Background: an optimization exercise with open tools, aiming at small area and a short achievable clock period. Do not read the settings as production practice. Where RTL was checked, it was by simulation tests only, not by an equivalence proof against the original. For run 3, only the layout was checked, not whether the RTL still works. Power figures rest on the tool's default switching activity, not on a simulated workload.

<file path="config.mk">
export PLATFORM = sky130hd
export DESIGN_NAME = sfs
export DESIGN_NICKNAME = sfs
export VERILOG_FILES = /design/flow/design.v
export SDC_FILE = /design/flow/constraint.sdc
export NUM_CORES = 4
export LEC_CHECK = 0
export CAP_MARGIN = 10
export CORE_MARGIN = 2
export CORE_UTILIZATION = 65
export CTS_BUF_LIST = sky130_fd_sc_hd__clkbuf_4
export CTS_CLUSTER_SIZE = 16
export PLACE_DENSITY = 0.75
export SETUP_SLACK_MARGIN = 5
export SLEW_MARGIN = 10
export SYNTH_HIERARCHICAL = 1
export SYNTH_MINIMUM_KEEP_SIZE = 0
</file>
<file path="constraint.sdc">
create_clock -name core_clock -period 12.0 [get_ports {clk}]
set_input_delay 2.4000 -clock core_clock [delete_from_list [all_inputs] [get_ports {clk}]]
set_output_delay 2.4000 -clock core_clock [all_outputs]
set_load 0.01 [all_outputs]
</file>
<file path="design.v">
module sfs (
    input  wire        clk,
    input  wire        rst,         
    input  wire        clr,         
    input  wire        in_valid,
    input  wire [7:0]  in_data,
    output wire        in_ready,
    output wire        res_valid,
    output wire [1:0]  res_kind,    
    output wire [31:0] res_idx,
    output wire [15:0] res_x,
    output wire [15:0] res_y,
    output wire [15:0] res_z,
    output wire [31:0] res_ax,
    output wire [31:0] res_ay,
    output wire [31:0] res_az,
    output wire [31:0] res_loss,
    input  wire        cfg_we,
    input  wire [2:0]  cfg_addr,
    input  wire [31:0] cfg_wdata,
    output reg  [31:0] cfg_rdata
);
    localparam [7:0]  SYNC_VALUE  = 8'h53;
    localparam [15:0] SCALE_RESET = 16'd16;
    localparam [2:0] REG_SCALE      = 3'd0;
    localparam [2:0] REG_STATUS     = 3'd1;
    localparam [2:0] REG_SAMPLE_IDX = 3'd2;
    localparam [2:0] REG_LOSS_RUN   = 3'd3;
    localparam [2:0] REG_LOSS_TOTAL = 3'd4;
    reg [2:0]  pos;           
    reg [7:0]  buf0, buf1, buf2, buf3, buf4;    
    reg [31:0] idx;           
    reg        idx_wrap;      
    reg [31:0] loss_run;      
    reg [31:0] loss_total;    
    reg [15:0] scale_num;     
    assign in_ready = ~(rst | clr);
    wire accept  = in_valid & ~rst & ~clr;
    wire at_sync = (pos == 3'd0);
    wire is_sync = (in_data == SYNC_VALUE);
    wire at_emit = (pos == 3'd6);
    wire op_sync = accept & at_sync &  is_sync;
    wire op_lost = accept & at_sync & ~is_sync;
    wire op_data = accept & (pos >= 3'd1) & (pos <= 3'd5);
    wire op_emit = accept & at_emit;
    function [31:0] chain;
        input [31:0] c;
        integer i;
        reg [32:0] t;
        begin
            t[0] = 1'b1;
            for (i = 0; i < 32; i = i + 1)
                if (i % 4 == 3) t[i+1] = t[i-3] & (&c[i -: 4]);
                else            t[i+1] = t[i] & c[i];
            chain = t[31:0];
        end
    endfunction
    wire [31:0] idx_t        = chain(idx);
    wire [31:0] loss_run_t   = chain(loss_run);
    wire [31:0] loss_total_t = chain(loss_total);
    wire loss_run_go   = op_lost & ~(&loss_run);
    wire loss_total_go = op_lost & ~(&loss_total);
    wire [31:0] rd_data;
    sfs_rd5 #(.W(4)) u_rd0 (.addr(cfg_addr), .rst(rst),
        .v0(scale_num[3:0]), .v1({idx_wrap, pos}), .v2(idx[3:0]),
        .v3(loss_run[3:0]), .v4(loss_total[3:0]), .y(rd_data[3:0]));
    sfs_rd4 #(.W(6)) u_rd1 (.addr(cfg_addr), .rst(rst),
        .v0(scale_num[9:4]), .v2(idx[9:4]),
        .v3(loss_run[9:4]), .v4(loss_total[9:4]), .y(rd_data[9:4]));
    sfs_rd4 #(.W(6)) u_rd2 (.addr(cfg_addr), .rst(rst),
        .v0(scale_num[15:10]), .v2(idx[15:10]),
        .v3(loss_run[15:10]), .v4(loss_total[15:10]), .y(rd_data[15:10]));
    sfs_rd3 #(.W(8)) u_rd3 (.addr(cfg_addr), .rst(rst),
        .v2(idx[23:16]), .v3(loss_run[23:16]), .v4(loss_total[23:16]), .y(rd_data[23:16]));
    sfs_rd3 #(.W(8)) u_rd4 (.addr(cfg_addr), .rst(rst),
        .v2(idx[31:24]), .v3(loss_run[31:24]), .v4(loss_total[31:24]), .y(rd_data[31:24]));
    always @(*) cfg_rdata = rd_data;
    wire run_clear = rst | clr;
    always @(posedge clk) begin
        idx        <= (idx ^ (idx_t & {32{op_emit}})) & {32{~run_clear}};
        idx_wrap   <= (idx_wrap | (op_emit & (&idx))) & ~run_clear;
        loss_run   <= (loss_run ^ (loss_run_t & {32{loss_run_go}})) & {32{~(run_clear | op_emit)}};
        loss_total <= (loss_total ^ (loss_total_t & {32{loss_total_go}})) & {32{~run_clear}};
    end
    wire [15:0] scale_next = rst ? SCALE_RESET :
                             (cfg_we && cfg_addr == REG_SCALE) ? cfg_wdata[15:0] : scale_num;
    always @(posedge clk) begin
        scale_num <= scale_next;
        if (rst) begin
            pos        <= 3'd0;
        end else begin
            if (clr) begin
                pos        <= 3'd0;
            end else begin
                if (op_sync)
                    pos <= 3'd1;
                if (op_data)
                    pos <= pos + 3'd1;
                if (op_emit)
                    pos <= 3'd0;
            end
        end
    end
    reg [7:0]  d5;            
    always @(posedge clk) begin
        if (pos == 3'd1) buf0 <= in_data;
        if (pos == 3'd2) buf1 <= in_data;
        if (pos == 3'd3) buf2 <= in_data;
        if (pos == 3'd4) buf3 <= in_data;
        if (pos == 3'd5) buf4 <= in_data;
        if (at_emit)     d5   <= in_data;
    end
    reg [2:0] k1, k2, k3, k4, k5, k6;
    wire [2:0] k0 = op_emit ? 3'b110 :
                    op_lost ? 3'b101 :
                    accept  ? 3'b100 :
                    (clr & ~rst) ? 3'b001 : 3'b000;
    always @(posedge clk) begin
        if (rst) begin
            k1 <= 3'd0; k2 <= 3'd0; k3 <= 3'd0;
            k4 <= 3'd0; k5 <= 3'd0; k6 <= 3'd0;
        end else begin
            k1 <= k0; k2 <= k1; k3 <= k2;
            k4 <= k3; k5 <= k4; k6 <= k5;
        end
    end
    wire st1 = k1[1];
    wire st2 = k2[1];
    wire st3 = k3[1];
    wire st4 = k4[1];
    wire st5 = k5[1];
    reg [15:0] s_hold;
    always @(posedge clk)
        if (!(op_emit | st1 | st2 | st3 | st4)) s_hold <= scale_next;
    wire        hi     = st1 | st3 | st5;
    wire [7:0]  m_b    = st1 ? buf1 : st2 ? buf2 : st3 ? buf3 :
                         st4 ? buf4 : st5 ? d5 : buf0;
    wire        m_prev = (st1 & buf0[7]) | (st3 & buf2[7]) | (st5 & buf4[7]);
    wire [15:0] m_s    = s_hold;
    reg  [23:0] q;                     
    wire [15:0] m_a    = q[23:8] & {16{hi}};
    wire [23:0] m_o;
    sfs_mac u_mac (.b(m_b), .prev(m_prev), .s(m_s), .a(m_a), .o(m_o));
    reg [7:0]  ax_lo, ay_lo, az_lo;
    reg [23:0] ax_hi, ay_hi;
    reg [7:0]  x0_keep, x1_keep, y0_keep, y1_keep;    
    always @(posedge clk) begin
        q <= m_o;
        if (st1) begin
            ax_lo   <= q[7:0];
            x0_keep <= buf0;
            x1_keep <= buf1;
            y0_keep <= buf2;
            y1_keep <= buf3;
        end
        if (st2) ax_hi <= q;
        if (st3) ay_lo <= q[7:0];
        if (st4) ay_hi <= q;
        if (st5) az_lo <= q[7:0];
    end
    reg [31:0] r;
    wire [31:0] r_t   = chain(r);
    wire        r_sat = &r;
    wire [31:0] r_inc = (r ^ r_t) | {32{r_sat}};
    wire        r_zero = k6[1] | (~k6[2] & k6[0]);    
    wire        r_step = k6[2] & k6[0] & ~r_sat;       
    always @(posedge clk) begin
        if (rst)
            r <= 32'd0;
        else if (at_emit)
            r <= idx;
        else
            r <= (r ^ (r_t & {32{r_step}})) & {32{~r_zero}};
    end
    assign res_valid = k6[2] & ~rst;
    assign res_kind  = k6[1:0];
    assign res_idx   = r;
    assign res_loss  = r_inc;
    assign res_x     = {x1_keep, x0_keep};
    assign res_y     = {y1_keep, y0_keep};
    assign res_z     = {d5, buf4};
    assign res_ax    = {ax_hi, ax_lo};
    assign res_ay    = {ay_hi, ay_lo};
    assign res_az    = {q, az_lo};
endmodule
module sfs_rd5 #(parameter W = 4) (
    input  wire [2:0]   addr,
    input  wire         rst,
    input  wire [W-1:0] v0, v1, v2, v3, v4,
    output wire [W-1:0] y
);
    wire s0 = ~rst & (addr == 3'd0);
    wire s1 = ~rst & (addr == 3'd1);
    wire s2 = ~rst & (addr == 3'd2);
    wire s3 = ~rst & (addr == 3'd3);
    wire s4 = ~rst & (addr == 3'd4);
    assign y = (v0 & {W{s0}}) | (v1 & {W{s1}}) | (v2 & {W{s2}}) |
               (v3 & {W{s3}}) | (v4 & {W{s4}});
endmodule
module sfs_rd4 #(parameter W = 6) (
    input  wire [2:0]   addr,
    input  wire         rst,
    input  wire [W-1:0] v0, v2, v3, v4,
    output wire [W-1:0] y
);
    wire s0 = ~rst & (addr == 3'd0);
    wire s2 = ~rst & (addr == 3'd2);
    wire s3 = ~rst & (addr == 3'd3);
    wire s4 = ~rst & (addr == 3'd4);
    assign y = (v0 & {W{s0}}) | (v2 & {W{s2}}) | (v3 & {W{s3}}) | (v4 & {W{s4}});
endmodule
module sfs_rd3 #(parameter W = 8) (
    input  wire [2:0]   addr,
    input  wire         rst,
    input  wire [W-1:0] v2, v3, v4,
    output wire [W-1:0] y
);
    wire s2 = ~rst & (addr == 3'd2);
    wire s3 = ~rst & (addr == 3'd3);
    wire s4 = ~rst & (addr == 3'd4);
    assign y = (v2 & {W{s2}}) | (v3 & {W{s3}}) | (v4 & {W{s4}});
endmodule
module sfs_mac (
    input  wire [7:0]  b,
    input  wire        prev,
    input  wire [15:0] s,
    input  wire [15:0] a,
    output wire [23:0] o
);
    wire [8:0] bw = {b, prev};
    wire one0 = bw[1] ^ bw[0];
    wire two0 = (bw[2] & ~bw[1] & ~bw[0]) | (~bw[2] & bw[1] & bw[0]);
    wire neg0 = bw[2];
    wire t0 = (one0 & s[0]) ^ neg0;
    wire t1;
    sfs_bsel u_t1 (.one(one0), .two(two0), .neg(neg0), .s1(s[1]), .s0(s[0]), .y(t1));
    wire t2;
    sfs_bsel u_t2 (.one(one0), .two(two0), .neg(neg0), .s1(s[2]), .s0(s[1]), .y(t2));
    wire t3;
    sfs_bsel u_t3 (.one(one0), .two(two0), .neg(neg0), .s1(s[3]), .s0(s[2]), .y(t3));
    wire t4;
    sfs_bsel u_t4 (.one(one0), .two(two0), .neg(neg0), .s1(s[4]), .s0(s[3]), .y(t4));
    wire t5;
    sfs_bsel u_t5 (.one(one0), .two(two0), .neg(neg0), .s1(s[5]), .s0(s[4]), .y(t5));
    wire t6;
    sfs_bsel u_t6 (.one(one0), .two(two0), .neg(neg0), .s1(s[6]), .s0(s[5]), .y(t6));
    wire t7;
    sfs_bsel u_t7 (.one(one0), .two(two0), .neg(neg0), .s1(s[7]), .s0(s[6]), .y(t7));
    wire t8;
    sfs_bsel u_t8 (.one(one0), .two(two0), .neg(neg0), .s1(s[8]), .s0(s[7]), .y(t8));
    wire t9;
    sfs_bsel u_t9 (.one(one0), .two(two0), .neg(neg0), .s1(s[9]), .s0(s[8]), .y(t9));
    wire t10;
    sfs_bsel u_t10 (.one(one0), .two(two0), .neg(neg0), .s1(s[10]), .s0(s[9]), .y(t10));
    wire t11;
    sfs_bsel u_t11 (.one(one0), .two(two0), .neg(neg0), .s1(s[11]), .s0(s[10]), .y(t11));
    wire t12;
    sfs_bsel u_t12 (.one(one0), .two(two0), .neg(neg0), .s1(s[12]), .s0(s[11]), .y(t12));
    wire t13;
    sfs_bsel u_t13 (.one(one0), .two(two0), .neg(neg0), .s1(s[13]), .s0(s[12]), .y(t13));
    wire t14;
    sfs_bsel u_t14 (.one(one0), .two(two0), .neg(neg0), .s1(s[14]), .s0(s[13]), .y(t14));
    wire t15;
    sfs_bsel u_t15 (.one(one0), .two(two0), .neg(neg0), .s1(s[15]), .s0(s[14]), .y(t15));
    wire t16 = (two0 & s[15]) ^ neg0;
    wire t17 = ~neg0;
    wire one1 = bw[3] ^ bw[2];
    wire two1 = (bw[4] & ~bw[3] & ~bw[2]) | (~bw[4] & bw[3] & bw[2]);
    wire neg1 = bw[4];
    wire t18 = (one1 & s[0]) ^ neg1;
    wire t19;
    sfs_bsel u_t19 (.one(one1), .two(two1), .neg(neg1), .s1(s[1]), .s0(s[0]), .y(t19));
    wire t20;
    sfs_bsel u_t20 (.one(one1), .two(two1), .neg(neg1), .s1(s[2]), .s0(s[1]), .y(t20));
    wire t21;
    sfs_bsel u_t21 (.one(one1), .two(two1), .neg(neg1), .s1(s[3]), .s0(s[2]), .y(t21));
    wire t22;
    sfs_bsel u_t22 (.one(one1), .two(two1), .neg(neg1), .s1(s[4]), .s0(s[3]), .y(t22));
    wire t23;
    sfs_bsel u_t23 (.one(one1), .two(two1), .neg(neg1), .s1(s[5]), .s0(s[4]), .y(t23));
    wire t24;
    sfs_bsel u_t24 (.one(one1), .two(two1), .neg(neg1), .s1(s[6]), .s0(s[5]), .y(t24));
    wire t25;
    sfs_bsel u_t25 (.one(one1), .two(two1), .neg(neg1), .s1(s[7]), .s0(s[6]), .y(t25));
    wire t26;
    sfs_bsel u_t26 (.one(one1), .two(two1), .neg(neg1), .s1(s[8]), .s0(s[7]), .y(t26));
    wire t27;
    sfs_bsel u_t27 (.one(one1), .two(two1), .neg(neg1), .s1(s[9]), .s0(s[8]), .y(t27));
    wire t28;
    sfs_bsel u_t28 (.one(one1), .two(two1), .neg(neg1), .s1(s[10]), .s0(s[9]), .y(t28));
    wire t29;
    sfs_bsel u_t29 (.one(one1), .two(two1), .neg(neg1), .s1(s[11]), .s0(s[10]), .y(t29));
    wire t30;
    sfs_bsel u_t30 (.one(one1), .two(two1), .neg(neg1), .s1(s[12]), .s0(s[11]), .y(t30));
    wire t31;
    sfs_bsel u_t31 (.one(one1), .two(two1), .neg(neg1), .s1(s[13]), .s0(s[12]), .y(t31));
    wire t32;
    sfs_bsel u_t32 (.one(one1), .two(two1), .neg(neg1), .s1(s[14]), .s0(s[13]), .y(t32));
    wire t33;
    sfs_bsel u_t33 (.one(one1), .two(two1), .neg(neg1), .s1(s[15]), .s0(s[14]), .y(t33));
    wire t34 = (two1 & s[15]) ^ neg1;
    wire t35 = ~neg1;
    wire one2 = bw[5] ^ bw[4];
    wire two2 = (bw[6] & ~bw[5] & ~bw[4]) | (~bw[6] & bw[5] & bw[4]);
    wire neg2 = bw[6];
    wire t36 = (one2 & s[0]) ^ neg2;
    wire t37;
    sfs_bsel u_t37 (.one(one2), .two(two2), .neg(neg2), .s1(s[1]), .s0(s[0]), .y(t37));
    wire t38;
    sfs_bsel u_t38 (.one(one2), .two(two2), .neg(neg2), .s1(s[2]), .s0(s[1]), .y(t38));
    wire t39;
    sfs_bsel u_t39 (.one(one2), .two(two2), .neg(neg2), .s1(s[3]), .s0(s[2]), .y(t39));
    wire t40;
    sfs_bsel u_t40 (.one(one2), .two(two2), .neg(neg2), .s1(s[4]), .s0(s[3]), .y(t40));
    wire t41;
    sfs_bsel u_t41 (.one(one2), .two(two2), .neg(neg2), .s1(s[5]), .s0(s[4]), .y(t41));
    wire t42;
    sfs_bsel u_t42 (.one(one2), .two(two2), .neg(neg2), .s1(s[6]), .s0(s[5]), .y(t42));
    wire t43;
    sfs_bsel u_t43 (.one(one2), .two(two2), .neg(neg2), .s1(s[7]), .s0(s[6]), .y(t43));
    wire t44;
    sfs_bsel u_t44 (.one(one2), .two(two2), .neg(neg2), .s1(s[8]), .s0(s[7]), .y(t44));
    wire t45;
    sfs_bsel u_t45 (.one(one2), .two(two2), .neg(neg2), .s1(s[9]), .s0(s[8]), .y(t45));
    wire t46;
    sfs_bsel u_t46 (.one(one2), .two(two2), .neg(neg2), .s1(s[10]), .s0(s[9]), .y(t46));
    wire t47;
    sfs_bsel u_t47 (.one(one2), .two(two2), .neg(neg2), .s1(s[11]), .s0(s[10]), .y(t47));
    wire t48;
    sfs_bsel u_t48 (.one(one2), .two(two2), .neg(neg2), .s1(s[12]), .s0(s[11]), .y(t48));
    wire t49;
    sfs_bsel u_t49 (.one(one2), .two(two2), .neg(neg2), .s1(s[13]), .s0(s[12]), .y(t49));
    wire t50;
    sfs_bsel u_t50 (.one(one2), .two(two2), .neg(neg2), .s1(s[14]), .s0(s[13]), .y(t50));
    wire t51;
    sfs_bsel u_t51 (.one(one2), .two(two2), .neg(neg2), .s1(s[15]), .s0(s[14]), .y(t51));
    wire t52 = (two2 & s[15]) ^ neg2;
    wire t53 = ~neg2;
    wire one3 = bw[7] ^ bw[6];
    wire two3 = (bw[8] & ~bw[7] & ~bw[6]) | (~bw[8] & bw[7] & bw[6]);
    wire neg3 = bw[8];
    wire t54 = (one3 & s[0]) ^ neg3;
    wire t55;
    sfs_bsel u_t55 (.one(one3), .two(two3), .neg(neg3), .s1(s[1]), .s0(s[0]), .y(t55));
    wire t56;
    sfs_bsel u_t56 (.one(one3), .two(two3), .neg(neg3), .s1(s[2]), .s0(s[1]), .y(t56));
    wire t57;
    sfs_bsel u_t57 (.one(one3), .two(two3), .neg(neg3), .s1(s[3]), .s0(s[2]), .y(t57));
    wire t58;
    sfs_bsel u_t58 (.one(one3), .two(two3), .neg(neg3), .s1(s[4]), .s0(s[3]), .y(t58));
    wire t59;
    sfs_bsel u_t59 (.one(one3), .two(two3), .neg(neg3), .s1(s[5]), .s0(s[4]), .y(t59));
    wire t60;
    sfs_bsel u_t60 (.one(one3), .two(two3), .neg(neg3), .s1(s[6]), .s0(s[5]), .y(t60));
    wire t61;
    sfs_bsel u_t61 (.one(one3), .two(two3), .neg(neg3), .s1(s[7]), .s0(s[6]), .y(t61));
    wire t62;
    sfs_bsel u_t62 (.one(one3), .two(two3), .neg(neg3), .s1(s[8]), .s0(s[7]), .y(t62));
    wire t63;
    sfs_bsel u_t63 (.one(one3), .two(two3), .neg(neg3), .s1(s[9]), .s0(s[8]), .y(t63));
    wire t64;
    sfs_bsel u_t64 (.one(one3), .two(two3), .neg(neg3), .s1(s[10]), .s0(s[9]), .y(t64));
    wire t65;
    sfs_bsel u_t65 (.one(one3), .two(two3), .neg(neg3), .s1(s[11]), .s0(s[10]), .y(t65));
    wire t66;
    sfs_bsel u_t66 (.one(one3), .two(two3), .neg(neg3), .s1(s[12]), .s0(s[11]), .y(t66));
    wire t67;
    sfs_bsel u_t67 (.one(one3), .two(two3), .neg(neg3), .s1(s[13]), .s0(s[12]), .y(t67));
    wire t68;
    sfs_bsel u_t68 (.one(one3), .two(two3), .neg(neg3), .s1(s[14]), .s0(s[13]), .y(t68));
    wire t69;
    sfs_bsel u_t69 (.one(one3), .two(two3), .neg(neg3), .s1(s[15]), .s0(s[14]), .y(t69));
    wire t70 = (two3 & s[15]) ^ neg3;
    wire t71 = ~neg3;
    wire t72 = ~a[15];
    wire t73, t74;
    sfs_ha u_t73 (.a(t4), .b(t20), .s(t73), .co(t74));
    wire t75, t76;
    sfs_ha u_t75 (.a(t5), .b(t21), .s(t75), .co(t76));
    wire t77, t78;
    sfs_fa u_t77 (.a(t6), .b(t22), .c(t38), .s(t77), .co(t78));
    wire t79, t80;
    sfs_ha u_t79 (.a(t54), .b(neg3), .s(t79), .co(t80));
    wire t81, t82;
    sfs_fa u_t81 (.a(t7), .b(t23), .c(t39), .s(t81), .co(t82));
    wire t83, t84;
    sfs_ha u_t83 (.a(t55), .b(a[7]), .s(t83), .co(t84));
    wire t85, t86;
    sfs_fa u_t85 (.a(t8), .b(t24), .c(t40), .s(t85), .co(t86));
    wire t87, t88;
    sfs_ha u_t87 (.a(t56), .b(a[8]), .s(t87), .co(t88));
    wire t89, t90;
    sfs_fa u_t89 (.a(t9), .b(t25), .c(t41), .s(t89), .co(t90));
    wire t91, t92;
    sfs_ha u_t91 (.a(t57), .b(a[9]), .s(t91), .co(t92));
    wire t93, t94;
    sfs_fa u_t93 (.a(t10), .b(t26), .c(t42), .s(t93), .co(t94));
    wire t95, t96;
    sfs_ha u_t95 (.a(t58), .b(a[10]), .s(t95), .co(t96));
    wire t97, t98;
    sfs_fa u_t97 (.a(t11), .b(t27), .c(t43), .s(t97), .co(t98));
    wire t99, t100;
    sfs_ha u_t99 (.a(t59), .b(a[11]), .s(t99), .co(t100));
    wire t101, t102;
    sfs_fa u_t101 (.a(t12), .b(t28), .c(t44), .s(t101), .co(t102));
    wire t103, t104;
    sfs_ha u_t103 (.a(t60), .b(a[12]), .s(t103), .co(t104));
    wire t105, t106;
    sfs_fa u_t105 (.a(t13), .b(t29), .c(t45), .s(t105), .co(t106));
    wire t107, t108;
    sfs_ha u_t107 (.a(t61), .b(a[13]), .s(t107), .co(t108));
    wire t109, t110;
    sfs_fa u_t109 (.a(t14), .b(t30), .c(t46), .s(t109), .co(t110));
    wire t111, t112;
    sfs_ha u_t111 (.a(t62), .b(a[14]), .s(t111), .co(t112));
    wire t113, t114;
    sfs_fa u_t113 (.a(t15), .b(t31), .c(t47), .s(t113), .co(t114));
    wire t115, t116;
    sfs_fa u_t115 (.a(t63), .b(t72), .c(1'b1), .s(t115), .co(t116));
    wire t117, t118;
    sfs_fa u_t117 (.a(t16), .b(t32), .c(t48), .s(t117), .co(t118));
    wire t119, t120;
    sfs_ha u_t119 (.a(t64), .b(1'b1), .s(t119), .co(t120));
    wire t121, t122;
    sfs_fa u_t121 (.a(t17), .b(t33), .c(t49), .s(t121), .co(t122));
    wire t123, t124;
    sfs_ha u_t123 (.a(t34), .b(t50), .s(t123), .co(t124));
    wire t125, t126;
    sfs_ha u_t125 (.a(t2), .b(t18), .s(t125), .co(t126));
    wire t127, t128;
    sfs_ha u_t127 (.a(t3), .b(t19), .s(t127), .co(t128));
    wire t129, t130;
    sfs_fa u_t129 (.a(t73), .b(t36), .c(neg2), .s(t129), .co(t130));
    wire t131, t132;
    sfs_fa u_t131 (.a(t74), .b(t75), .c(t37), .s(t131), .co(t132));
    wire t133, t134;
    sfs_fa u_t133 (.a(t76), .b(t77), .c(t79), .s(t133), .co(t134));
    wire t135, t136;
    sfs_fa u_t135 (.a(t78), .b(t80), .c(t81), .s(t135), .co(t136));
    wire t137, t138;
    sfs_fa u_t137 (.a(t82), .b(t84), .c(t85), .s(t137), .co(t138));
    wire t139, t140;
    sfs_fa u_t139 (.a(t86), .b(t88), .c(t89), .s(t139), .co(t140));
    wire t141, t142;
    sfs_fa u_t141 (.a(t90), .b(t92), .c(t93), .s(t141), .co(t142));
    wire t143, t144;
    sfs_fa u_t143 (.a(t94), .b(t96), .c(t97), .s(t143), .co(t144));
    wire t145, t146;
    sfs_fa u_t145 (.a(t98), .b(t100), .c(t101), .s(t145), .co(t146));
    wire t147, t148;
    sfs_fa u_t147 (.a(t102), .b(t104), .c(t105), .s(t147), .co(t148));
    wire t149, t150;
    sfs_fa u_t149 (.a(t106), .b(t108), .c(t109), .s(t149), .co(t150));
    wire t151, t152;
    sfs_fa u_t151 (.a(t110), .b(t112), .c(t113), .s(t151), .co(t152));
    wire t153, t154;
    sfs_fa u_t153 (.a(t114), .b(t116), .c(t117), .s(t153), .co(t154));
    wire t155, t156;
    sfs_fa u_t155 (.a(t118), .b(t120), .c(t121), .s(t155), .co(t156));
    wire t157, t158;
    sfs_fa u_t157 (.a(t122), .b(t123), .c(t66), .s(t157), .co(t158));
    wire t159, t160;
    sfs_fa u_t159 (.a(t124), .b(t35), .c(t51), .s(t159), .co(t160));
    wire t161, t162;
    sfs_ha u_t161 (.a(t52), .b(t68), .s(t161), .co(t162));
    wire t163, t164;
    sfs_ha u_t163 (.a(t0), .b(neg0), .s(t163), .co(t164));
    wire t165, t166;
    sfs_ha u_t165 (.a(t1), .b(a[1]), .s(t165), .co(t166));
    wire t167, t168;
    sfs_fa u_t167 (.a(t125), .b(neg1), .c(a[2]), .s(t167), .co(t168));
    wire t169, t170;
    sfs_fa u_t169 (.a(t126), .b(t127), .c(a[3]), .s(t169), .co(t170));
    wire t171, t172;
    sfs_fa u_t171 (.a(t128), .b(t129), .c(a[4]), .s(t171), .co(t172));
    wire t173, t174;
    sfs_fa u_t173 (.a(t130), .b(t131), .c(a[5]), .s(t173), .co(t174));
    wire t175, t176;
    sfs_fa u_t175 (.a(t132), .b(t133), .c(a[6]), .s(t175), .co(t176));
    wire t177, t178;
    sfs_fa u_t177 (.a(t134), .b(t135), .c(t83), .s(t177), .co(t178));
    wire t179, t180;
    sfs_fa u_t179 (.a(t136), .b(t137), .c(t87), .s(t179), .co(t180));
    wire t181, t182;
    sfs_fa u_t181 (.a(t138), .b(t139), .c(t91), .s(t181), .co(t182));
    wire t183, t184;
    sfs_fa u_t183 (.a(t140), .b(t141), .c(t95), .s(t183), .co(t184));
    wire t185, t186;
    sfs_fa u_t185 (.a(t142), .b(t143), .c(t99), .s(t185), .co(t186));
    wire t187, t188;
    sfs_fa u_t187 (.a(t144), .b(t145), .c(t103), .s(t187), .co(t188));
    wire t189, t190;
    sfs_fa u_t189 (.a(t146), .b(t147), .c(t107), .s(t189), .co(t190));
    wire t191, t192;
    sfs_fa u_t191 (.a(t148), .b(t149), .c(t111), .s(t191), .co(t192));
    wire t193, t194;
    sfs_fa u_t193 (.a(t150), .b(t151), .c(t115), .s(t193), .co(t194));
    wire t195, t196;
    sfs_fa u_t195 (.a(t152), .b(t153), .c(t119), .s(t195), .co(t196));
    wire t197, t198;
    sfs_fa u_t197 (.a(t154), .b(t155), .c(t65), .s(t197), .co(t198));
    wire t199, t200;
    sfs_fa u_t199 (.a(t156), .b(t157), .c(1'b1), .s(t199), .co(t200));
    wire t201, t202;
    sfs_fa u_t201 (.a(t158), .b(t159), .c(t67), .s(t201), .co(t202));
    wire t203, t204;
    sfs_fa u_t203 (.a(t160), .b(t161), .c(1'b1), .s(t203), .co(t204));
    wire t205, t206;
    sfs_fa u_t205 (.a(t162), .b(t53), .c(t69), .s(t205), .co(t206));
    wire t207, t208;
    sfs_ha u_t207 (.a(t70), .b(1'b1), .s(t207), .co(t208));
    wire [23:0] r0 = {t208, t206, t204, t202, t200, t198, t196, t194, t192, t190, t188, t186, t184, t182, t180, t178, t176, t174, t172, t170, t168, t166, t164, t163};
    wire [23:0] r1 = {t71, t207, t205, t203, t201, t199, t197, t195, t193, t191, t189, t187, t185, t183, t181, t179, t177, t175, t173, t171, t169, t167, t165, a[0]};
    assign o = r0 + r1;
endmodule
module sfs_bsel (input wire one, input wire two, input wire neg, input wire s1, input wire s0, output wire y);
    assign y = ((one & s1) | (two & s0)) ^ neg;
endmodule
module sfs_fa (input wire a, input wire b, input wire c, output wire s, output wire co);
    assign s  = a ^ b ^ c;
    assign co = (a & b) | (a & c) | (b & c);
endmodule
module sfs_ha (input wire a, input wire b, output wire s, output wire co);
    assign s  = a ^ b;
    assign co = a & b;
endmodule
</file>
<file path="flow/run.sh">
#!/bin/bash
# Layout flow: the standard ORFS flow (standard.sh, standard synthesis
# unchanged), with these changes to how the layout is made:
#  - the port buffers that buffer_ports adds are the smallest buffer cell
#    (every input and output still gets its own buffer);
#  - clock tree synthesis inserts no dummy loads.
# make's full output goes to standard.log in the folder this runs in; ORFS
# writes each step's own log under orfs/logs.
set -euo pipefail
bash standard.sh \
    "BUFFER_PORTS_ARGS=-buffer_cell sky130_fd_sc_hd__buf_1" \
    SETUP_SLACK_MARGIN=6 \
    "CTS_ARGS=-sink_clustering_enable -repair_clock_nets -dont_use_dummy_load -sink_clustering_size 16 -buf_list sky130_fd_sc_hd__clkbuf_4" \
    finish > standard.log 2>&1
</file>
<file path="standard.sh">
#!/bin/bash
# synth_recipe.tcl (not shown) runs the flow's synth.tcl, then flattens the netlist and writes it again
# the make line also repeats each setting of config.mk as NAME=value (left out here)
make -C /OpenROAD-flow-scripts/flow DESIGN_CONFIG=/design/flow/config.mk WORK_HOME=/design/flow/orfs CLKGATE_MAP_FILE= SYNTH_SCRIPT=/design/flow/synth_recipe.tcl "${@:-finish}"
</file>
==> results.cfg, run 1 <==
[status]
status = timing/DRC/antenna clean

[yosys]
synthMuxAreaShare = 0.0395
synth_enable_flop_cells = 168
synthAdderAreaFrac = 0.0996
synthXorXnorAreaFrac = 0.0670
ys_warn_count = 7
synthTopCellsByArea = edfxtp_1, dfxtp_1, xnor2_1
ys_seq_area_frac = 0.457
ys_async_sr_fraction = 0
syn_area_per_cell_um2 = 10.9
synth_flop_cell = dfxtp_1
post_synth_and_or_nand_nor_area_fraction = 0.155
syn_area_um2 = 19400
ys_seq_elements = 358
synth_cells = 1781
synth_top_area_frac = 0.261
synth_compound_area_frac = 0.152
synth.distinct_cells = 86
yosysTopAreaCell = edfxtp_1
synth_top_family_by_area = simple AND/OR/NAND/NOR gates

[die]
core-area_um2 = 29500
die_w_um = 177
die_y_um = 177
die_area_um2 = 31200
start_util = 0.656
rows = 63
ioPinCount = 292

[final_layout]
n_fill_cell = 2162
area_growth_pct = 13.6
nets = 2295
drive_above_1_share = 0.142

[placement]
hpwl_um = 33400
port-buffer-count = 275
gp_congestion = 0.875

[flow_run]
maxCapViolations = 0

[power_and_ir_drop]
p_per_area_nw_per_um2 = 104
power_w = 0.00229
p_leak_nw = 7.67
vdd_drop_max_mv = 0.0643

[timing]
fin_crit_sh = 0.498
fin_tns_setup_ns = 0
finalCriticalPeriod_ns = 5.97
hold_violations = 0
slew_violations = 0
max_freq_mhz = 167
worst_pin_slew_ns = 1.12
skew_ns = 0.118
setup_viol = 0
rsz0062_at_grt = true
hold_slack_ns = 0.396
relSlewSlack = 0.250

[detailed_routing]
vias_per_cell = 6.00
first_iter_violations = 1049
wl_met1_um = 18900
drt_wl_total_um = 47000
top_layer_used = met4
wire_per_inst_um = 18.7
firstDrtPassIters = 6
drc = 0
met2WireLength_um = 23600
route.met3.wl_um = 2860
dr_total_vias = 15082
ant_nets = 0

[setup_path]
crit_path_end_kind = primary output
cp-start-kind = input pin
crit_buf_inv = 3
worstPathMaxFanout = 21
path_cells = buf_1, buf_12, or3b_4, o2bb2ai_1, buf_1
critPathTopFamily = buffers and inverters
path_class = in -> out
cp_slowest_cell = or3b_4
max_stage_delay_ns = 0.45
required_ns = 9.60
critPathMostFrequentCell = buf_1
cp.arrival_ns = 3.57

[global_routing]
grt_pass1_vias = 14381
grt_pass1_wl_um = 73500
grt_max_degree = 61
grtUsageTotal = 0.296
overflow = 0
antenna_found_initial = 3

[clock_network]
cts_buffers = 88
cts-root-buf = clkbuf_4
htreeDepth = 3
cts_buffer_depth = 3
cts_tree = done
clk_pin_slew_ns = 0.06
insertion_delay_ns = 0.73
cts.sinks = 358

[min_path]
min_path_type = reg -> reg
power breakdown:
| part | switching [W] | internal [W] | total (W) | leakage [nW] |
|---|---|---|---|---|
| sequential | 0.0000325 | 0.00131 | 0.00134 | 3.10 |
| clock | 0.000412 | 0.000332 | 0.000744 | 0.405 |
| combinational | 0.000117 | 0.0000850 | 0.000202 | 4.16 |
through the flow:
stage,utilization,std cells,cell area [um2],setup slack [ns]
after floorplan,-,1785,19500,6.01
after global placement,0.706,2393,20800,5.50
after detailed placement,0.706,2393,20800,5.41
after CTS,0.732,2482,21600,5.94
after global routing,0.746,2513,22000,5.98
final,0.746,2513,22000,6.03
synthesized netlist by cell type, drive strengths merged, types with 20 or more instances:
| cell | instances |
|---|---|
| ha | 74 |
| a21oi | 106 |
| o21ai | 93 |
| edfxtp | 168 |
| inv | 38 |
| a22oi | 61 |
| nor2b | 40 |
| or4 | 20 |
| nand3 | 41 |
| nor2 | 72 |
| clkbuf | 52 |
| xnor2 | 135 |
| fa | 50 |
| nor3 | 29 |
| mux2i | 64 |
| nand4 | 38 |
| dfxtp | 190 |
| buf | 27 |
| or3 | 31 |
| nand2 | 177 |
| nand2b | 36 |
state kept, by name, summed over array words and instances, names as in the netlist, 8 cells and up:
register and count:
ay_lo 8, r 32, ax_lo 8, d5 8, az_lo 8, q 24
y0_keep 8, idx 32, buf2 8, loss_run 32, x1_keep 8, loss_total 32
buf3 8, ax_hi 24, y1_keep 8, ay_hi 24, scale_num 16, buf4 8
s_hold 16, buf0 8, x0_keep 8, buf1 8
metal layers:
metal  track usage  vias up
met4         0.129        0
met2         0.513      525
met5             0        -
met3        0.0525      103
li1              -     7209
met1         0.362     7245
kinds of logic after synthesis:
| group | after synthesis |
|---|---|
| XOR/XNOR | 148 |
| other | 1 |
| flip-flops | 358 |
| AO/OA/AOI/OAI | 395 |
| multiplexers | 75 |
| buffers and inverters | 118 |
| AND/OR/NAND/NOR | 562 |
| adder cells (fa/ha/maj) | 124 |
Yosys stat by module (local to each module, per instance), excerpt:
module    area [um2]  copies in the design  flip-flops and latches  cells
sfs_bsel        21.3                    60                       0      2
sfs_ha          12.5                    19                       0      1
sfs            14200                     1                     358   1257
sfs_fa          20.0                    49                       0      1
sfs_mac         1530                     1                       0    221
cell type report:
type                       instances  area, um2  share of cell area
antenna                            2       5.00            0.000228
sequential                       358       8860               0.403
multi-input combinational       1310      10200               0.464
inverter                          39        146             0.00666
clock buffer                      88        661              0.0300
timing repair buffer             326       1620              0.0735
tap                              390        488              0.0222
what timing repair did:
item,in CTS,in global routing
resized for setup,23,25
hold buffers,0,0
pin swaps,2,9
gates cloned,0,2
endpoints found under the setup margin,82,77
setup buffers,1,27
path summary, 6_finish.rpt:
path               start            end  slack, ns  depth (start not counted)
min              buf2[0]     y0_keep[0]       0.40                          0
max reg2reg        k5[1]          q[23]       6.29                         23
max          cfg_addr[1]  cfg_rdata[29]       6.03                          5
min reg2reg      buf2[0]     y0_keep[0]       0.40                          0
cells in the final DEF, fill, tap and decap left out, types with 16 or more instances in the layout:
master	instances
edfxtp_1	168
nand3_1	39
or3_1	28
nand4_1	34
or4_1	20
buf_1	267
ha_1	74
inv_1	37
fa_1	50
o211ai_1	16
nor3_1	27
xnor2_1	135
o21ai_0	79
clkbuf_4	88
nor2_1	71
nand2_1	175
buf_4	35
a21oi_1	105
o2bb2ai_1	17
mux2i_1	64
nand2b_1	36
dfxtp_1	186
nor2b_1	39
a21o_1	16
a22oi_2	60
==> run 2: changes to the inputs <==
--- a/config.mk
+++ b/config.mk
@@ -5,13 +5,13 @@
 export SDC_FILE = /design/flow/constraint.sdc
 export NUM_CORES = 4
 export LEC_CHECK = 0
-export CAP_MARGIN = 10
+export CAP_MARGIN = 20
 export CORE_MARGIN = 2
 export CORE_UTILIZATION = 65
 export CTS_BUF_LIST = sky130_fd_sc_hd__clkbuf_4
 export CTS_CLUSTER_SIZE = 16
 export PLACE_DENSITY = 0.75
 export SETUP_SLACK_MARGIN = 5
-export SLEW_MARGIN = 10
+export SLEW_MARGIN = 20
 export SYNTH_HIERARCHICAL = 1
 export SYNTH_MINIMUM_KEEP_SIZE = 0
==> run 2 against run 1 <==
Still clean. Final area up 0.17%. Core utilization up 0.12 points. Clock skew up 0.0019 ns. Via count up 0.41%. Global-route usage unchanged. Maximum frequency down 0.46%. Critical path depth unchanged. Critical path type unchanged. Largest power group unchanged. Highest routed layer unchanged.
==> results.cfg, run 2 <==
[power_and_ir_drop]
p_per_area_nw_per_um2 = 104
power.internal_w = 0.00173
vdd_drop_max_mv = 0.0638
p_leak_nw = 7.70
p_switching_w = 0.000561
seq_power_share = 0.587
clkPwrFrac = 0.324
combPwrFrac = 0.089
switching_share = 0.245

[yosys]
synthMuxAreaShare = 0.0395
synth_cells = 1781
syn_area_um2 = 19400
synth.most_common_cell = dfxtp_1
synth.distinct_cells = 86
synthAdderAreaFrac = 0.0996
synthXorXnorAreaFrac = 0.0670
syn_area_per_cell_um2 = 10.9
synth_top_area_frac = 0.261
ys_warn_count = 7
synth_flop_cell = dfxtp_1
yosys-top-cells-count = dfxtp_1, nand2_1, edfxtp_1
synthTopCellsByArea = edfxtp_1, dfxtp_1, xnor2_1
synth_top_family_by_area = simple AND/OR/NAND/NOR gates
ys_seq_area_frac = 0.457
yosysTopAreaCell = edfxtp_1
post_synth_and_or_nand_nor_area_fraction = 0.155
ys_async_sr_fraction = 0
synth_compound_area_frac = 0.152
synth_enable_flop_cells = 168
ys_seq_elements = 358

[timing]
rsz0062_at_grt = true
hold_violations = 0
setup_viol = 0
setup_ws_ns = 6.00
finalCriticalPeriod_ns = 6.00
fin_tns_setup_ns = 0
relSlewSlack = 0.249
hold_slack_ns = 0.391
fin_crit_sh = 0.500
slew_violations = 0
skew_ns = 0.120
worst_pin_slew_ns = 1.12
max_freq_mhz = 167

[setup_path]
crit_path_end = cfg_rdata[29]
reg2reg_to = q[23]
cp-start-kind = input pin
crit_path_end_kind = primary output
required_ns = 9.60
cp-startpoint = cfg_addr[2]
reg2regPathDepth = 23
worstPathMaxFanout = 13
path_class = in -> out
r2r_start = k5[1]
cp.arrival_ns = 3.60
r2r_slack_ns = 6.30

[clock_network]
cts_buffers = 88
clk_pin_slew_ns = 0.06
cts_buffer_depth = 3
htreeDepth = 3
cts.sinks = 358
hold_buffers = 0
insertion_delay_ns = 0.73
cts-root-buf = clkbuf_4
cts_tree = done

[final_layout]
nets = 2296
final_cell_mix = buf_1, dfxtp_1, nand2_1, edfxtp_1, xnor2_1
drive_above_1_share = 0.144
area_growth_pct = 13.8
n_fill_cell = 2160
postLayoutCoreUtil = 0.747
final_common_cell = buf_1

[detailed_routing]
wire_per_inst_um = 18.8
vias_per_cell = 6.02
ant_nets = 0
drc = 0
drt_wl_total_um = 47200
dr_total_vias = 15144
first_iter_violations = 978
firstDrtPassIters = 5

[die]
core-area_um2 = 29500
die_area_um2 = 31200
start_util = 0.656
ioPinCount = 292
die_w_um = 177
rows = 63
die_y_um = 177

[flow_run]
maxCapViolations = 0

[status]
status = timing/DRC/antenna clean

[global_routing]
overflow = 0
grtUsageTotal = 0.296
grt_pass1_wl_um = 73500
grt_pass1_vias = 14381
grt_max_degree = 61
antenna_found_initial = 3

[min_path]
worst_hold_path.num_cells = 0
min_path_type = reg -> reg

[placement]
place_ws_ns = 5.41
hpwl_um = 33400
gp_congestion = 0.875
port-buffer-count = 275
[run 2: cell counts after synthesis]
Identical to the previous run, type by type.
[run 2: area by class of cell]
cell class	instances	area, um2	area share
clock buffers	88	661	0.0300
well taps	390	488	0.0222
flip-flops and latches	358	8860	0.402
multi-input cells	1310	10200	0.464
repair buffers	327	1650	0.0747
diodes	2	5.00	0.000227
inverters	39	146	0.00665
[run 2: worst max-delay path, stage by stage]
cell       delay (ns)
clkbuf_2         0.15
clkbuf_16        0.21
or3b_4           0.42
o2bb2ai_1        0.23
clkbuf_2         0.18
[run 2: logic make-up (layout without fill, tap and decap cells)]
group / after synthesis / in the layout
AND/OR/NAND/NOR: 562 / 562
AO/OA/AOI/OAI: 395 / 396
flip-flops: 358 / 358
XOR/XNOR: 148 / 148
adder cells (fa/ha/maj): 124 / 124
buffers and inverters: 118 / 454
multiplexers: 75 / 75
other: 1 / 7
[run 2: worst min-delay path by stage]
stage,start,endpoint,slack [ns]
after global placement,buf3[2],y1_keep[2],0.42
after CTS,buf2[0],y0_keep[0],0.38
after detailed placement,k1[2],k2[2],0.43
after global routing,k5[0],k6[0],0.42
final,buf2[0],y0_keep[0],0.39
after floorplan,k1[0],k2[0],0.41
[run 2: through the flow]
step                      instance area (um2)  total power [W]  std cells
after floorplan                         19500          0.00151       1785
after global placement                  20800          0.00156       2393
after detailed placement                20800          0.00157       2393
after CTS                               21600          0.00231       2482
after global routing                    22000          0.00240       2514
final                                   22000          0.00229       2514
[run 2: Yosys stat by module, one instance, submodules excluded, excerpt]
module	flops+latches	cell area, um2	times used
sfs_fa	0	20.0	49
sfs_mac	0	1530	1
sfs	358	14200	1
sfs_ha	0	12.5	19
sfs_bsel	0	21.3	60
[run 2: routing by layer]
metal  track usage  wire [um]  vias to the layer above
met3        0.0525       2890                      103
met2         0.513      23800                      546
met4         0.129       1660                        0
met1         0.362      18900                     7282
met5             0          0                        -
li1              -          -                     7213
[run 2: power by group through the flow]
stage	Sequential (W)	Combinational, W	Clock (W)
final	0.00134	0.000204	0.000742
after global routing	0.00135	0.000224	0.000824
after CTS	0.00135	0.000199	0.000764
after detailed placement	0.00137	0.000197	0
after global placement	0.00137	0.000193	0
after floorplan	0.00137	0.000137	0
[run 2: what timing repair did]
action | in CTS | in global routing
setup buffers | 1 | 27
resized for setup | 23 | 28
gates cloned | 0 | 3
endpoints found under the setup margin | 82 | 77
pin swaps | 2 | 10
==> run 3: changes to the inputs <==
--- a/design.v
+++ b/design.v
@@ -34,7 +34,7 @@
     reg [31:0] loss_run;      
     reg [31:0] loss_total;    
     reg [15:0] scale_num;     
-    assign in_ready = ~(rst | clr);
+    sfs_ready u_ready (.rst(rst), .clr(clr), .ready(in_ready));
     wire accept  = in_valid & ~rst & ~clr;
     wire at_sync = (pos == 3'd0);
     wire is_sync = (in_data == SYNC_VALUE);
@@ -117,7 +117,7 @@
                     (clr & ~rst) ? 3'b001 : 3'b000;
     always @(posedge clk) begin
         if (rst) begin
-            k1 <= 3'd0; k2 <= 3'd0; k3 <= 3'd0;
+            k1 <= 3'b001; k2 <= 3'd0; k3 <= 3'd0;
             k4 <= 3'd0; k5 <= 3'd0; k6 <= 3'd0;
         end else begin
             k1 <= k0; k2 <= k1; k3 <= k2;
@@ -165,9 +165,7 @@
     wire        r_zero = k6[1] | (~k6[2] & k6[0]);    
     wire        r_step = k6[2] & k6[0] & ~r_sat;       
     always @(posedge clk) begin
-        if (rst)
-            r <= 32'd0;
-        else if (at_emit)
+        if (at_emit)
             r <= idx;
         else
             r <= (r ^ (r_t & {32{r_step}})) & {32{~r_zero}};
@@ -183,6 +181,9 @@
     assign res_ay    = {ay_hi, ay_lo};
     assign res_az    = {q, az_lo};
 endmodule
+module sfs_ready (input wire rst, input wire clr, output wire ready);
+    assign ready = ~(rst | clr);
+endmodule
 module sfs_rd5 #(parameter W = 4) (
     input  wire [2:0]   addr,
     input  wire         rst,
--- a/config.mk
+++ b/config.mk
@@ -5,13 +5,13 @@
 export SDC_FILE = /design/flow/constraint.sdc
 export NUM_CORES = 4
 export LEC_CHECK = 0
-export CAP_MARGIN = 20
+export CAP_MARGIN = 10
 export CORE_MARGIN = 2
 export CORE_UTILIZATION = 65
 export CTS_BUF_LIST = sky130_fd_sc_hd__clkbuf_4
 export CTS_CLUSTER_SIZE = 16
 export PLACE_DENSITY = 0.75
 export SETUP_SLACK_MARGIN = 5
-export SLEW_MARGIN = 20
+export SLEW_MARGIN = 10
 export SYNTH_HIERARCHICAL = 1
 export SYNTH_MINIMUM_KEEP_SIZE = 0
==> run 3 against run 2 <==
Register-to-register slack worse by 0.16 ns. Synthesized cell count shrank 2.2%. Highest routed layer unchanged. Power up 0.13%. Hold slack improved by 0.046 ns. Sequential cell count did not move. Largest power group unchanged. First-iteration DRC count is 10% higher. Routed wire length is 5.1% higher. Largest cell class unchanged. Die area is 0.24% lower. Global-route usage rose by 0.19 points.
==> results.cfg, run 3 <==
[clock_network]
cts_tree = done
hold_buffers = 0
cts.sinks = 358
cts_buffers = 87
cts_buffer_depth = 3
insertion_delay_ns = 0.74
htreeDepth = 3
cts-root-buf = clkbuf_4
clk_pin_slew_ns = 0.05

[setup_path]
crit_path_end_kind = primary output
cp_slowest_cell = or3_4
max_stage_delay_ns = 0.46
path_cells = clkbuf_2, buf_12, or3_4, o22ai_2, buf_1
required_ns = 9.60
cp-start-kind = input pin
path_class = in -> out
worstPathMaxFanout = 39
cp.arrival_ns = 3.59

[yosys]
ys_async_sr_fraction = 0
synth_flop_cell = dfxtp_1
yosys-top-cells-count = dfxtp_1, edfxtp_1, nand2_1
synthTopCellsByArea = edfxtp_1, dfxtp_1, fa_1
syn_area_um2 = 19300
ys_warn_count = 7
syn_area_per_cell_um2 = 11.1
synth_cells = 1741
synth.most_common_cell = dfxtp_1
ys_seq_area_frac = 0.458
synth_enable_flop_cells = 168
ys_seq_elements = 358
synth.distinct_cells = 84
yosysTopAreaCell = edfxtp_1
synth_top_area_frac = 0.261

[detailed_routing]
drt_wl_total_um = 49700
ant_nets = 0
drc = 0
firstDrtPassIters = 5
vias_per_cell = 6.11
first_iter_violations = 1077
wire_per_inst_um = 19.9
dr_total_vias = 15244

[power_and_ir_drop]
vdd_drop_max_mv = 0.0577
p_per_area_nw_per_um2 = 104
switching_share = 0.247
combPwrFrac = 0.090
clkPwrFrac = 0.324
p_switching_w = 0.000566
power.internal_w = 0.00173
seq_power_share = 0.586
power_w = 0.00229
p_leak_nw = 7.79

[status]
status = timing/DRC/antenna clean

[die]
die_area_um2 = 31100
rows = 63
die_w_um = 176
start_util = 0.655
core-area_um2 = 29500
die_y_um = 176
ioPinCount = 292

[placement]
gp_congestion = 0.913
dp_cells = 2348
port-buffer-count = 275
place_area_um2 = 20700
hpwl_um = 33400

[timing]
rsz0062_at_grt = false
finalCriticalPeriod_ns = 5.99
fin_tns_setup_ns = 0
slew_violations = 0
worst_pin_slew_ns = 1.14
max_freq_mhz = 167
setup_viol = 0
skew_ns = 0.0837
relSlewSlack = 0.242
hold_violations = 0
fin_crit_sh = 0.499

[final_layout]
drive_above_1_share = 0.149
fin_area_um2 = 22100
fin_cells = 2493
nets = 2276
final_common_cell = buf_1
final_cell_mix = buf_1, dfxtp_1, edfxtp_1, nand2_1, xnor2_1
postLayoutCoreUtil = 0.751
area_growth_pct = 14.7

[global_routing]
grt_pass1_vias = 14176
antenna_found_initial = 2
overflow = 0
grt_pass1_wl_um = 73500
grt_max_degree = 62
grtUsageTotal = 0.298

[flow_run]
maxCapViolations = 0

[min_path]
min_path_type = reg -> reg
run 3: critical path, delay by kind of cell:
kind / cells / cell delay [ns]
AND/OR/NAND/NOR: 1 / 0.46
buffers and inverters: 3 / 0.45
AO/OA/AOI/OAI: 1 / 0.22
run 3: final timing paths:
path / start / to / slack, ns / cells past startpoint
setup reg to reg: k5[1] / q[23] / 6.14 / 22
setup / recovery: cfg_addr[0] / cfg_rdata[7] / 6.01 / 5
hold reg to reg: k5[0] / k6[0] / 0.44 / 1
hold / removal: k5[0] / k6[0] / 0.44 / 1
run 3: repair_timing:
item / 4_1_cts / 5_1_grt
gates resized for setup: 26 / 20
pin swaps: 5 / 12
cloned: 2 / 6
setup buffers: 5 / 44
setup endpoints to repair: 79 / 52
run 3: modules after synthesis (local to each module, per instance), excerpt:
module,cells,flip-flops and latches
sfs_ha,1,0
sfs_mac,221,0
sfs_ready,1,0
sfs_bsel,2,0
sfs_fa,1,0
sfs,1216,358
run 3: power by group through the flow:
stage / registers, W / clock network [W] / logic (W)
2_1_floorplan: 0.00137 / 0 / 0.000135
3_3_place_gp: 0.00137 / 0 / 0.000190
3_5_place_dp: 0.00137 / 0 / 0.000194
4_1_cts: 0.00134 / 0.000759 / 0.000197
5_1_grt: 0.00135 / 0.000812 / 0.000226
6_report: 0.00134 / 0.000743 / 0.000207
run 3: final cells by class:
| type | count | area, um2 |
|---|---|---|
| Tap cell | 390 | 488 |
| Multi-Input combinational cell | 1268 | 10100 |
| Inverter | 40 | 150 |
| Timing Repair Buffer | 349 | 1850 |
| Clock buffer | 87 | 653 |
| Antenna cell | 1 | 2.50 |
| Fill cell | 2111 | 7340 |
| Sequential cell | 358 | 8860 |
run 3: cell families (layout without fill, tap and decap cells):
group	Yosys count	in the layout	synth area share
simple gates	531	532	0.149
xor+xnor	161	161	0.0730
flops	358	358	0.458
compound gates	368	370	0.150
other cells	1	6	0.000194
buf+inv	122	476	0.0299
mux	76	76	0.0401
fa+ha+maj	124	124	0.0998
run 3: routing by layer:
layer / GRT usage / up-vias / wire, um
met4: 0.124 / 0 / 1780
met5: 0 / - / 0
li1: - / 7138 / -
met1: 0.362 / 7385 / 19600
met2: 0.522 / 590 / 25200
met3: 0.0543 / 131 / 3100
run 3: stage by stage:
step / hold slack (ns) / worst slack [ns]
6_report: 0.438 / 6.01
3_3_place_gp: 0.417 / 5.55
4_1_cts: 0.438 / 5.96
2_1_floorplan: 0.414 / 6.01
3_5_place_dp: 0.428 / 5.51
5_1_grt: 0.446 / 5.97
==> run 4: changes to the inputs <==
--- a/design.v
+++ b/design.v
@@ -133,8 +133,9 @@
     always @(posedge clk)
         if (!(op_emit | st1 | st2 | st3 | st4)) s_hold <= scale_next;
     wire        hi     = st1 | st3 | st5;
-    wire [7:0]  m_b    = st1 ? buf1 : st2 ? buf2 : st3 ? buf3 :
-                         st4 ? buf4 : st5 ? d5 : buf0;
+    wire        st0    = ~(st1 | st2 | st3 | st4 | st5);
+    wire [7:0]  m_b    = (buf0 & {8{st0}}) | (buf1 & {8{st1}}) | (buf2 & {8{st2}}) |
+                         (buf3 & {8{st3}}) | (buf4 & {8{st4}}) | (d5   & {8{st5}});
     wire        m_prev = (st1 & buf0[7]) | (st3 & buf2[7]) | (st5 & buf4[7]);
     wire [15:0] m_s    = s_hold;
     reg  [23:0] q;                     
--- a/flow/run.sh
+++ b/flow/run.sh
@@ -10,5 +10,5 @@
 bash standard.sh \
     "BUFFER_PORTS_ARGS=-buffer_cell sky130_fd_sc_hd__buf_1" \
     SETUP_SLACK_MARGIN=6 \
-    "CTS_ARGS=-sink_clustering_enable -repair_clock_nets -dont_use_dummy_load -sink_clustering_size 16 -buf_list sky130_fd_sc_hd__clkbuf_4" \
+    "CTS_ARGS=-sink_clustering_enable -repair_clock_nets -dont_use_dummy_load -sink_clustering_size 14 -sink_clustering_max_diameter 70 -buf_list sky130_fd_sc_hd__clkbuf_8" \
     finish > standard.log 2>&1
--- a/config.mk
+++ b/config.mk
@@ -8,8 +8,9 @@
 export CAP_MARGIN = 10
 export CORE_MARGIN = 2
 export CORE_UTILIZATION = 65
-export CTS_BUF_LIST = sky130_fd_sc_hd__clkbuf_4
-export CTS_CLUSTER_SIZE = 16
+export CTS_BUF_LIST = sky130_fd_sc_hd__clkbuf_8
+export CTS_CLUSTER_DIAMETER = 70
+export CTS_CLUSTER_SIZE = 14
 export PLACE_DENSITY = 0.75
 export SETUP_SLACK_MARGIN = 5
 export SLEW_MARGIN = 10
==> run 4 against run 3 <==
Still clean on timing, DRC and antenna. Sequential power about the same. Maximum frequency decreased by 0.12%. Core utilization decreased by 1.6 points. Via count decreased by 0.73%. Die area about the same. Clock power decreased by 15%. Hold slack got worse by 0.013 ns. Worst setup slack got worse by 0.0073 ns. Combinational power about the same. Sequential share of layout area increased by 0.91 points. Largest cell class unchanged.
==> results.cfg, run 4 <==
[status]
status = timing/DRC/antenna clean

[final_layout]
final_cell_mix = buf_1, dfxtp_1, edfxtp_1, nand2_1, xnor2_1
area_growth_pct = 12.2
antenna_cells = 0
drive_above_1_share = 0.115
multi_input_area_um2 = 10100
seq_area_um2 = 8860
n_fill_cell = 2176
nets = 2224
final_common_cell = buf_1
fin_area_um2 = 21700

[clock_network]
cts-root-buf = clkbuf_8
htreeDepth = 2
cts_tree = done
cts_buffer_depth = 3
cts_buffers = 34
cts.sinks = 358
clk_pin_slew_ns = 0.09
insertion_delay_ns = 0.56

[die]
die_area_um2 = 31100
core-area_um2 = 29500
ioPinCount = 292
die_y_um = 176
rows = 63
die_w_um = 176
start_util = 0.655

[power_and_ir_drop]
p_leak_nw = 7.58
p_per_area_nw_per_um2 = 101
vdd_drop_max_mv = 0.0885

[setup_path]
crit_path_end_kind = primary output
path_class = in -> out
worstPathMaxFanout = 13
cp.arrival_ns = 3.60
required_ns = 9.60
cp-start-kind = input pin

[yosys]
post_synth_and_or_nand_nor_area_fraction = 0.160
synth_top_family_by_area = simple AND/OR/NAND/NOR gates
yosys-top-cells-count = dfxtp_1, edfxtp_1, nand2_1
ys_warn_count = 7
synth.distinct_cells = 83
synth_compound_area_frac = 0.155
synth_top_area_frac = 0.261
synth_flop_cell = dfxtp_1
ys_seq_elements = 358
synth_cells = 1772
syn_area_per_cell_um2 = 10.9
synthMuxAreaShare = 0.0318
synth_enable_flop_cells = 168
synthXorXnorAreaFrac = 0.0635
syn_area_um2 = 19300
ys_seq_area_frac = 0.458
synthAdderAreaFrac = 0.0998
ys_async_sr_fraction = 0
yosysTopAreaCell = edfxtp_1
synth.most_common_cell = dfxtp_1
synthTopCellsByArea = edfxtp_1, dfxtp_1, xnor2_1

[detailed_routing]
drt_wl_total_um = 48600
first_iter_violations = 1153
met2WireLength_um = 24400
route.met3.wl_um = 2950
drc = 0
firstDrtPassIters = 8
ant_nets = 0
dr_total_vias = 15133
wl_met1_um = 19300
wire_per_inst_um = 19.9
vias_per_cell = 6.20
top_layer_used = met4

[timing]
max_freq_mhz = 167
skew_ns = 0.102
fin_tns_setup_ns = 0
worst_pin_slew_ns = 1.05
hold_violations = 0
fin_crit_sh = 0.500
relSlewSlack = 0.299
rsz0062_at_grt = true
slew_violations = 0
finalCriticalPeriod_ns = 6.00
setup_viol = 0

[global_routing]
grt_max_degree = 59
grtUsageTotal = 0.299
grt_pass1_wl_um = 74100
antenna_found_initial = 0
overflow = 0
grt_pass1_vias = 14076

[min_path]
min_path_type = reg -> reg

[flow_run]
maxCapViolations = 0

[placement]
gp_congestion = 0.915
place_area_um2 = 20700
port-buffer-count = 275
hpwl_um = 33700
run 4: cell count changes in the layout (fill, tap and decap cells not counted), moves of 21 or more:
cell	before	now
clkbuf_4	87	0
clkbuf_8	0	34
xor2_1	50	16
a21oi_1	72	105
nand3_1	46	78
or4_1	13	37
o21ai_0	67	46
run 4: kinds of logic after synthesis:
group / count (synthesis)
AO/OA/AOI/OAI: 388
adder cells (fa/ha/maj): 124
multiplexers: 61
other: 1
AND/OR/NAND/NOR: 574
XOR/XNOR: 140
buffers and inverters: 126
flip-flops: 358
run 4: layer usage:
| metal | global-route usage | vias up |
|---|---|---|
| met2 | 0.520 | 600 |
| li1 | - | 7113 |
| met1 | 0.380 | 7311 |
| met3 | 0.0357 | 109 |
| met5 | 0 | - |
| met4 | 0.123 | 0 |
run 4: critical path, cell delays in order:
cell	delay (ns)
clkbuf_2	0.15
clkbuf_16	0.21
or3b_4	0.43
o2bb2ai_1	0.22
buf_1	0.18
run 4: per-stage QoR:
stage	setup slack, ns	util	total power [W]	instances	hold WS, ns
after floorplan	6.02	-	0.00151	1776	0.414
after global placement	5.15	0.702	0.00156	2370	0.426
after detailed placement	5.06	0.702	0.00157	2370	0.429
after CTS	5.99	0.727	0.00219	2425	0.437
after global routing	5.98	0.735	0.00226	2440	0.434
final	6.00	0.735	0.00218	2440	0.425
run 4: final cells by class:
class	count	share of cell area
clock buffer	34	0.0216
timing repair buffer	326	0.0717
inverter	37	0.00641
tap	390	0.0225
multi-input combinational	1295	0.468
sequential	358	0.409
run 4: repair_timing:
item | CTS | global route
hold buffers | 0 | 0
buffers inserted | 21 | 11
cloned | 0 | 4
gates resized for setup | 20 | 29
endpoints found under the setup margin | 76 | 43
pin swaps | 7 | 4
endpoints found under the hold margin | 0 | 0
run 4: final timing paths:
| path | depth (start not counted) | endpoint | slack, ns | start |
|---|---|---|---|---|
| hold / removal | 1 | k6[2] | 0.43 | k5[2] |
| setup reg to reg | 22 | q[23] | 6.22 | k1[1] |
| hold reg to reg | 1 | k6[2] | 0.43 | k5[2] |
| setup / recovery | 5 | cfg_rdata[16] | 6.00 | cfg_addr[2] |
run 4: per-module statistics from Yosys (local to each module, per instance), a selection:
module | cells inside | flops+latches | cell area, um2 | times used
sfs | 1247 | 358 | 14200 | 1
sfs_bsel | 2 | 0 | 21.3 | 60
sfs_fa | 1 | 0 | 20.0 | 49
sfs_ha | 1 | 0 | 12.5 | 19
sfs_mac | 221 | 0 | 1530 | 1
sfs_ready | 1 | 0 | 3.75 | 1
run 4: power by group:
group | internal, W | leakage, nW | switching [W]
registers | 0.00131 | 3.10 | 0.0000310
logic | 0.0000869 | 4.24 | 0.000120
clock network | 0.000254 | 0.244 | 0.000378
==> run 5: changes to the inputs <==
--- a/flow/run.sh
+++ b/flow/run.sh
@@ -10,5 +10,5 @@
 bash standard.sh \
     "BUFFER_PORTS_ARGS=-buffer_cell sky130_fd_sc_hd__buf_1" \
     SETUP_SLACK_MARGIN=6 \
-    "CTS_ARGS=-sink_clustering_enable -repair_clock_nets -dont_use_dummy_load -sink_clustering_size 14 -sink_clustering_max_diameter 70 -buf_list sky130_fd_sc_hd__clkbuf_8" \
+    "CTS_ARGS=-sink_clustering_enable -repair_clock_nets -dont_use_dummy_load -sink_clustering_size 26 -sink_clustering_max_diameter 100 -buf_list sky130_fd_sc_hd__clkbuf_16" \
     finish > standard.log 2>&1
--- a/config.mk
+++ b/config.mk
@@ -8,9 +8,9 @@
 export CAP_MARGIN = 10
 export CORE_MARGIN = 2
 export CORE_UTILIZATION = 65
-export CTS_BUF_LIST = sky130_fd_sc_hd__clkbuf_8
-export CTS_CLUSTER_DIAMETER = 70
-export CTS_CLUSTER_SIZE = 14
+export CTS_BUF_LIST = sky130_fd_sc_hd__clkbuf_16
+export CTS_CLUSTER_DIAMETER = 100
+export CTS_CLUSTER_SIZE = 26
 export PLACE_DENSITY = 0.75
 export SETUP_SLACK_MARGIN = 5
 export SLEW_MARGIN = 10
==> run 5 against run 4 <==
Combinational power hardly changed. Routed wire length is 0.61% lower. Maximum frequency grew 0.33%. First-iteration DRC count rose by 3.7%. Power shrank 0.67%. Critical path depth unchanged. Sequential share of layout area grew 0.067 points. Die area unchanged. Count of clock-buffer cells in the layout down 17. Sequential cell count unchanged.
==> results.cfg, run 5 <==
[power_and_ir_drop]
p_per_area_nw_per_um2 = 100
p_leak_nw = 7.54
vdd_drop_max_mv = 0.0791
power_w = 0.00217

[yosys]
syn_area_um2 = 19300
synth_top_area_frac = 0.261
ys_async_sr_fraction = 0
yosys-top-cells-count = dfxtp_1, edfxtp_1, nand2_1
synth.most_common_cell = dfxtp_1
synth_flop_cell = dfxtp_1
yosysTopAreaCell = edfxtp_1
synthTopCellsByArea = edfxtp_1, dfxtp_1, xnor2_1
ys_warn_count = 7
syn_area_per_cell_um2 = 10.9
ys_seq_elements = 358
synth_cells = 1772
synth.distinct_cells = 83
synth_enable_flop_cells = 168
ys_seq_area_frac = 0.458

[timing]
setup_viol = 0
fin_tns_setup_ns = 0
max_freq_mhz = 167
worst_pin_slew_ns = 1.09
fin_crit_sh = 0.498
rsz0062_at_grt = true
skew_ns = 0.0279
finalCriticalPeriod_ns = 5.98
slew_violations = 0
relSlewSlack = 0.275
hold_violations = 0

[global_routing]
grt_util_met1 = 0.378
grt_max_degree = 59
top_usage_layer = met2
antenna_found_initial = 0
overflow = 0
use_met3 = 0.0308
grt_pass1_wl_um = 73600
grtUsageTotal = 0.295
met2_usage = 0.514
grt_pass1_vias = 13923

[clock_network]
clk_pin_slew_ns = 0.09
cts-root-buf = clkbuf_16
cts_buffer_depth = 3
htreeDepth = 1
insertion_delay_ns = 0.52
cts_tree = done
cts_buffers = 17
cts.sinks = 358
hold_buffers = 0

[setup_path]
cp-start-kind = input pin
crit_path_end_kind = primary output
reg2regPathDepth = 20
worstPathMaxFanout = 21
required_ns = 9.60
cp.arrival_ns = 3.58
path_class = in -> out

[detailed_routing]
first_iter_violations = 1196
vias_per_cell = 6.21
wire_per_inst_um = 19.9
drc = 0
ant_nets = 0
drt_wl_total_um = 48300
dr_total_vias = 15062
firstDrtPassIters = 6

[min_path]
min_path_type = reg -> reg
worst_hold_path.num_cells = 1

[die]
die_area_um2 = 31100
start_util = 0.655
die_w_um = 176
rows = 63
core-area_um2 = 29500
die_y_um = 176
ioPinCount = 292

[final_layout]
nets = 2209
final_cell_mix = buf_1, dfxtp_1, edfxtp_1, nand2_1, xnor2_1
antenna_cells = 0
final_common_cell = buf_1
area_growth_pct = 12.0
n_fill_cell = 2170
drive_above_1_share = 0.107

[flow_run]
maxCapViolations = 0

[placement]
hpwl_um = 33700
gp_congestion = 0.915
port-buffer-count = 275

[status]
status = timing/DRC/antenna clean
## run 5: cell counts after synthesis
No cell type changed its count.
## run 5: cells by family (layout without fill, tap and decap cells)
family / after synthesis / after routing / share of synthesized area
DFF: 358 / 358 / 0.458
other: 1 / 5 / 0.000194
and+or+nand+nor: 574 / 576 / 0.160
adders and majority gates: 124 / 124 / 0.0998
buffers and inverters: 126 / 382 / 0.0311
xor gates and xnor gates: 140 / 140 / 0.0635
AOI/OAI and AO/OA: 388 / 389 / 0.155
muxes: 61 / 61 / 0.0318
## run 5: metal layers
metal | part of all wire | routed length (um)
met4 | 0.041 | 2000
met2 | 0.50 | 24100
met1 | 0.40 | 19400
met3 | 0.058 | 2820
met5 | 0 | 0
## run 5: worst paths after layout
kind / start / to / slack, ns
setup reg to reg: k3[1] / q[23] / 6.19
hold reg to reg: k2[0] / k3[0] / 0.45
hold / removal: k2[0] / k3[0] / 0.45
setup / recovery: cfg_addr[1] / cfg_rdata[17] / 6.02
## run 5: worst max-delay path: stages
cell and delay (ns):
buf_1 0.12, buf_12 0.20, or3b_4 0.45, o2bb2ai_1 0.23
buf_1 0.17
## run 5: per-module statistics from Yosys (local to each module, per instance), excerpt
module / flip-flops and latches / area (um2) / times used
sfs: 358 / 14200 / 1
sfs_mac: 0 / 1530 / 1
sfs_bsel: 0 / 21.3 / 60
sfs_fa: 0 / 20.0 / 49
sfs_ha: 0 / 12.5 / 19
sfs_ready: 0 / 3.75 / 1
## run 5: stage by stage
step,worst slack [ns],cell area (um2),hold WS [ns],utilization,cells
after global placement,5.15,20700,0.426,0.702,2370
after CTS,6.01,21300,0.453,0.723,2399
after detailed placement,5.06,20700,0.429,0.702,2370
after floorplan,6.02,19500,0.414,-,1776
after global routing,5.92,21600,0.463,0.733,2425
final,6.02,21600,0.448,0.733,2425
## run 5: where the power goes
group / leakage (nW) / internal, W / switching, W
clock network: 0.209 / 0.000256 / 0.000362
logic: 4.23 / 0.0000864 / 0.000120
registers: 3.10 / 0.00131 / 0.0000313
total: 7.54 / 0.00165 / 0.000514
## run 5: what timing repair did
item | CTS | global route
setup buffers | 12 | 22
cloned | 0 | 4
pin swaps | 5 | 8
endpoints found under the setup margin | 76 | 40
resized for setup | 22 | 20
## run 5: cell type report
| class | count | area (um2) | area share |
|---|---|---|---|
| sequential | 358 | 8860 | 0.410 |
| timing repair buffer | 328 | 1560 | 0.0722 |
| clock buffer | 17 | 425 | 0.0197 |
| inverter | 37 | 139 | 0.00643 |
| multi-input combinational | 1295 | 10100 | 0.469 |
| tap | 390 | 488 | 0.0226 |

-- separate check: timing with driven ports --
No port has a modelled driver above. Below, the same layouts with a new extraction and two added sets of constraints.
Step 1: set_driving_cell puts a clkbuf_16 on clk and a buf_2 on each other input, an assumption about the parent block.
Step 2 times the ports against the registers' clock, not the clock port: input delays grow and output delays shrink by t, the midpoint of the rising clock arrivals with the driver on.
Three values: no drivers, after step 1, after step 2; two values: the first two.
| run | t (ns) | setup slack, ns |
|---|---|---|
| run 1 | 0.717 | 6.026 / 6.005 / 6.005 |
| run 2 | 0.717 | 5.998 / 5.978 / 5.978 |
| run 3 | 0.750 | 6.010 / 5.991 / 5.991 |
| run 4 | 0.556 | 6.003 / 5.981 / 5.981 |
| run 5 | 0.563 | 6.023 / 5.998 / 5.998 |
After both steps setup and hold are still met in every run listed.
